This design comes from an exercise in tuning for small area, a short achievable clock period and few clock cycles on the open sky130 flow, not from production work. RTL that was checked went through simulation tests only; none was proved equivalent to the original. No driver is modelled on the clock port, so clock power and skew are understated where the tree is cut down; a real chip needs a root buffer or a tree. No activity file was given, so power comes from the tool's default toggle rates.

## old
Design frame_decoder, start of the top module:
module frame_decoder (
    input  wire       clk,
    input  wire       rst,
    input  wire       rx_valid,
    input  wire [7:0] rx_data,
    output wire       rx_ready,
    output reg        fr_valid,
    output reg        fr_sof,
    output reg        fr_eof,
    output reg  [7:0] fr_data,
    output reg        err_valid,
    output reg  [1:0] err_code,
    output wire [7:0] err_info
);
Settings: LEC_CHECK=0, ABC_AREA=1, CAP_MARGIN=20, CORE_MARGIN=2, CORE_UTILIZATION=60, SETUP_SLACK_MARGIN=4.1, SLEW_MARGIN=20, TNS_END_PERCENT=5; clock period 6.0 ns.
standard.sh (not shown) runs the stock make flow with config.mk's settings and CLKGATE_MAP_FILE= SYNTH_SCRIPT=/design/flow/synth_recipe.tcl, a recipe that flattens the netlist after the stock synthesis.
==> flow/flow/run.sh <==
#!/bin/bash
# The standard layout, except for the clock tree: flow/pre_cts.tcl builds
# a two-level tree of inverters (clock port -> 4 root inverters -> 42 leaf
# inverters -> flip-flops) before the CTS step, in place of TritonCTS's three
# levels of buffers.
# The rest of the CTS step (legalisation, timing repair) runs as usual.
# Port buffers are buf_2 instead of the default delay-cell buffers.
set -euo pipefail
here=$(pwd)
export PRE_CTS_TCL="$here/flow/pre_cts.tcl"
export BUFFER_PORTS_ARGS="-buffer_cell sky130_fd_sc_hd__buf_2"
bash standard.sh > "$here/standard.log" 2>&1
Other scripts of this flow, unchanged in this note and not shown: flow/flow/pre_cts.tcl
old: all stages complete, timing, DRC and antenna checks passed
What new does differently from old at the input level:
--- a/flow/design.v
+++ b/flow/design.v
@@ -50,45 +50,39 @@
     reg  [VD-1:0] vq;   
     reg  [VD-1:0] vo;   
     wire          vempty = ~vo[0];
     wire          vfull  = vo[VD-1];
     reg         w_size, w_sizehi, w_cmd, w_pay, w_chk;
     reg  [7:0]  acc;        
     reg  [14:0] rem;        
     reg         rem1;       
     reg         nost;       
     reg         rdy;        
-    reg         lf;         
     reg         r_size, r_sizehi, r_cmd, r_pay, r_chk;
     reg  [7:0]  rrem;
     reg         reof;       
     reg         rhz;        
     reg         rout;       
     assign rx_ready = rdy;
     assign err_info = acc;
     wire rd     = e0 & ~empty & ~(r_cmd & vempty);
     wire wr_ok  = d0 & (~full | rd);
     wire take   = rx_valid & rdy;
     wire nskip  = (w_pay | w_chk) & nost;
     wire wr     = w_size ? wr_ok : (take & ~nskip);
     wire [7:0] wdata = (take & ~(w_cmd & nost)) ? rx_data : 8'h00;
     wire [7:0] acc_in   = w_size ? 8'h00 : acc;
     wire [7:0] acc_next = acc_in ^ rx_data;
-    wire [7:0] dat_tk   = rx_data & {8{take}};
-    wire [7:0] acc_tk   = w_size ? {1'b0, dat_tk[6:0]}
-                                 : acc ^ dat_tk ^ {take & w_cmd & lf, 7'd0};
+    wire [7:0] acc_tk   = acc_in ^ (rx_data & {8{take}});
     wire       acc_nz   = |acc_next;
     wire       dat_z    = ~|rx_data;
     wire vpush = take & w_chk & ~nost;
-    reg        pend;
-    wire       vval = (acc == 8'h00);
-    wire       vhead;    
     wire vpop  = rd & r_cmd;
     always @(posedge clk)
         ring <= {ring[8*N-9:0], wr ? wdata : rdat};
     wire d_is1   = (d == LONE_BACK);
     wire cnt_isN1 = (cnt == LNM1);
     wire cnt_is1 = (cnt == LONE);
     wire vcnt_isF1 = vo[VD-2];    
     wire vcnt_is1 = ~vo[1];       
     wire [7:0] d_n     = d0 ? LWAIT : lf_fwd(d);
     wire       d0_n    = d0 ? wr : d_is1;
@@ -199,74 +193,68 @@
             d <= LZ;  d0 <= 1'b1;
             e <= LZ;  e0 <= 1'b1;
             cnt <= LZ; full <= 1'b0; empty <= 1'b1;
             vo <= {VD{1'b0}};
             w_size <= 1'b1; w_sizehi <= 1'b0; w_cmd <= 1'b0; w_pay <= 1'b0; w_chk <= 1'b0;
             nost <= 1'b0;
             r_size <= 1'b1; r_sizehi <= 1'b0; r_cmd <= 1'b0; r_pay <= 1'b0; r_chk <= 1'b0;
             rdy <= 1'b1;
             fr_valid <= 1'b0;
             err_valid <= 1'b0;
-            pend <= 1'b0;
         end else begin
-            pend <= vpush;
             d <= d_n;  d0 <= d0_n;
             e <= e_n;  e0 <= e0_n;
             cnt <= cnt_n; full <= full_n; empty <= empty_n;
             vo <= vo_n;
             w_size <= w_size_n; w_sizehi <= w_sizehi_n; w_cmd <= w_cmd_n;
             w_pay <= w_pay_n; w_chk <= w_chk_n;
             nost <= nost_n;
             r_size <= r_size_n; r_sizehi <= r_sizehi_n; r_cmd <= r_cmd_n;
             r_pay <= r_pay_n; r_chk <= r_chk_n;
             rdy <= rdy_n;
-            fr_valid  <= rd & ((r_cmd & vhead) | (r_pay & rout));
+            fr_valid  <= rd & ((r_cmd & vq[0]) | (r_pay & rout));
             err_valid <= take & ((w_sizehi & len0) | (w_chk & (acc_nz | nost)));
         end
     end
     always @(posedge clk) begin
         rem  <= rem_n;
         rem1 <= rem1_n;
-        acc <= acc_tk;
-        if (take & w_size)
-            lf <= rx_data[7];
+        acc <= {acc_tk[7] & ~(take & w_sizehi & len0), acc_tk[6:0]};
         err_code <= w_chk ? (acc_nz ? 2'd1 : 2'd3) : 2'd2;
         fr_sof   <= r_cmd;
         fr_eof   <= reof;
         fr_data  <= rdat;
     end
     wire [VD-1:0] vo_up = {1'b0, vo[VD-1:1]};    
-    wire [VD-1:0] vlast = vo & ~vo_up;           
-    wire [VD-1:0] vlast_up = {1'b0, vlast[VD-1:1]};
-    assign vhead = (pend & vlast[0]) ? vval : vq[0];
+    wire [VD-1:0] vo_dn = {vo[VD-2:0], 1'b1};    
     always @(posedge clk) begin : vfifo
         integer i;
         for (i = 0; i < VD; i = i + 1) begin
             if (vpop) begin
-                if (pend && vlast_up[i])
-                    vq[i] <= vval;
+                if (vpush && vo[i] && !vo_up[i])
+                    vq[i] <= ~acc_nz;
                 else if (i < VD - 1)
                     vq[i] <= vq[i+1];
-            end else if (pend && vlast[i])
-                vq[i] <= vval;
+            end else if (vpush && !vo[i] && vo_dn[i])
+                vq[i] <= ~acc_nz;
         end
     end
     always @(posedge clk) begin
         if (rd) begin
             if (r_size) begin
                 rrem <= {1'b0, rdat[6:0]};
                 reof <= (rdat[6:0] == 7'd1);
                 rhz  <= (rdat[6:0] == 7'd0);
             end
             if (r_sizehi) begin
                 rrem <= rdat;
                 reof <= (rdat == 8'd1);
             end
             if (r_cmd | r_pay) begin
                 rrem <= rrem - 8'd1;
                 reof <= (rrem == 8'd2);
             end
             if (r_cmd)
-                rout <= vhead;
+                rout <= vq[0];
         end
     end
 endmodule
Notes after the runs:
new vs old: worst voltage drop across the vdd grid up by a few percent. There was hardly any difference in area of the die between old and new. Status: sequential power parity (new, old). Compared to old, new leaves less free space in the core. The die height of new and that of old are within noise of each other. Worst setup margin, old and new, higher one = new. Delta (new minus old): power density over the cells went down; share of layout cells above drive strength 1 went up; mapped cell area did not really move. Final layout net count for new is lower than for old. old has higher final worst-path cycle share than new.
Testbench counts of new, summed over its fixed seeds: cycles 25,007.
For old, only the layout was checked, not whether the RTL still works. In every run of this note, the design's own scripts or RTL, not TritonCTS, make the clock network.

## what the ideal ports hide
In the flow no input, the clock included, has a driving cell. The finished layouts below were timed again as built, in two steps.
Step 1: set_driving_cell puts a clkbuf_16 on clk and a buf_2 on each other input, an assumption about the parent block.
Step 2 moves the port delays by t, midway between the first and last clock arrival at a register: inputs arrive t later, outputs are due t later. That takes back most of the time a late clock gives input paths.
a / b / c = no drivers / after step 1 / after step 2; a / b = the first two.
| run | shift t [ns] | slack for setup (ns) | worst setup path at the end | clock arrival spread, ns | worst data-port slew with drivers (ns) |
|---|---|---|---|---|---|
| old | 0.537 | 3.887 / 3.691 / 3.545 | input to register | 0.049 / 0.050 | 0.07 |
| new | 0.526 | 3.988 / 3.757 / 3.633 | input to register | 0.051 / 0.051 | 0.12 |
After both steps setup and hold are still met in every run listed. For new, which loses most, drivers alone change the setup slack by -0.231 ns; drivers and shift together by -0.355 ns.
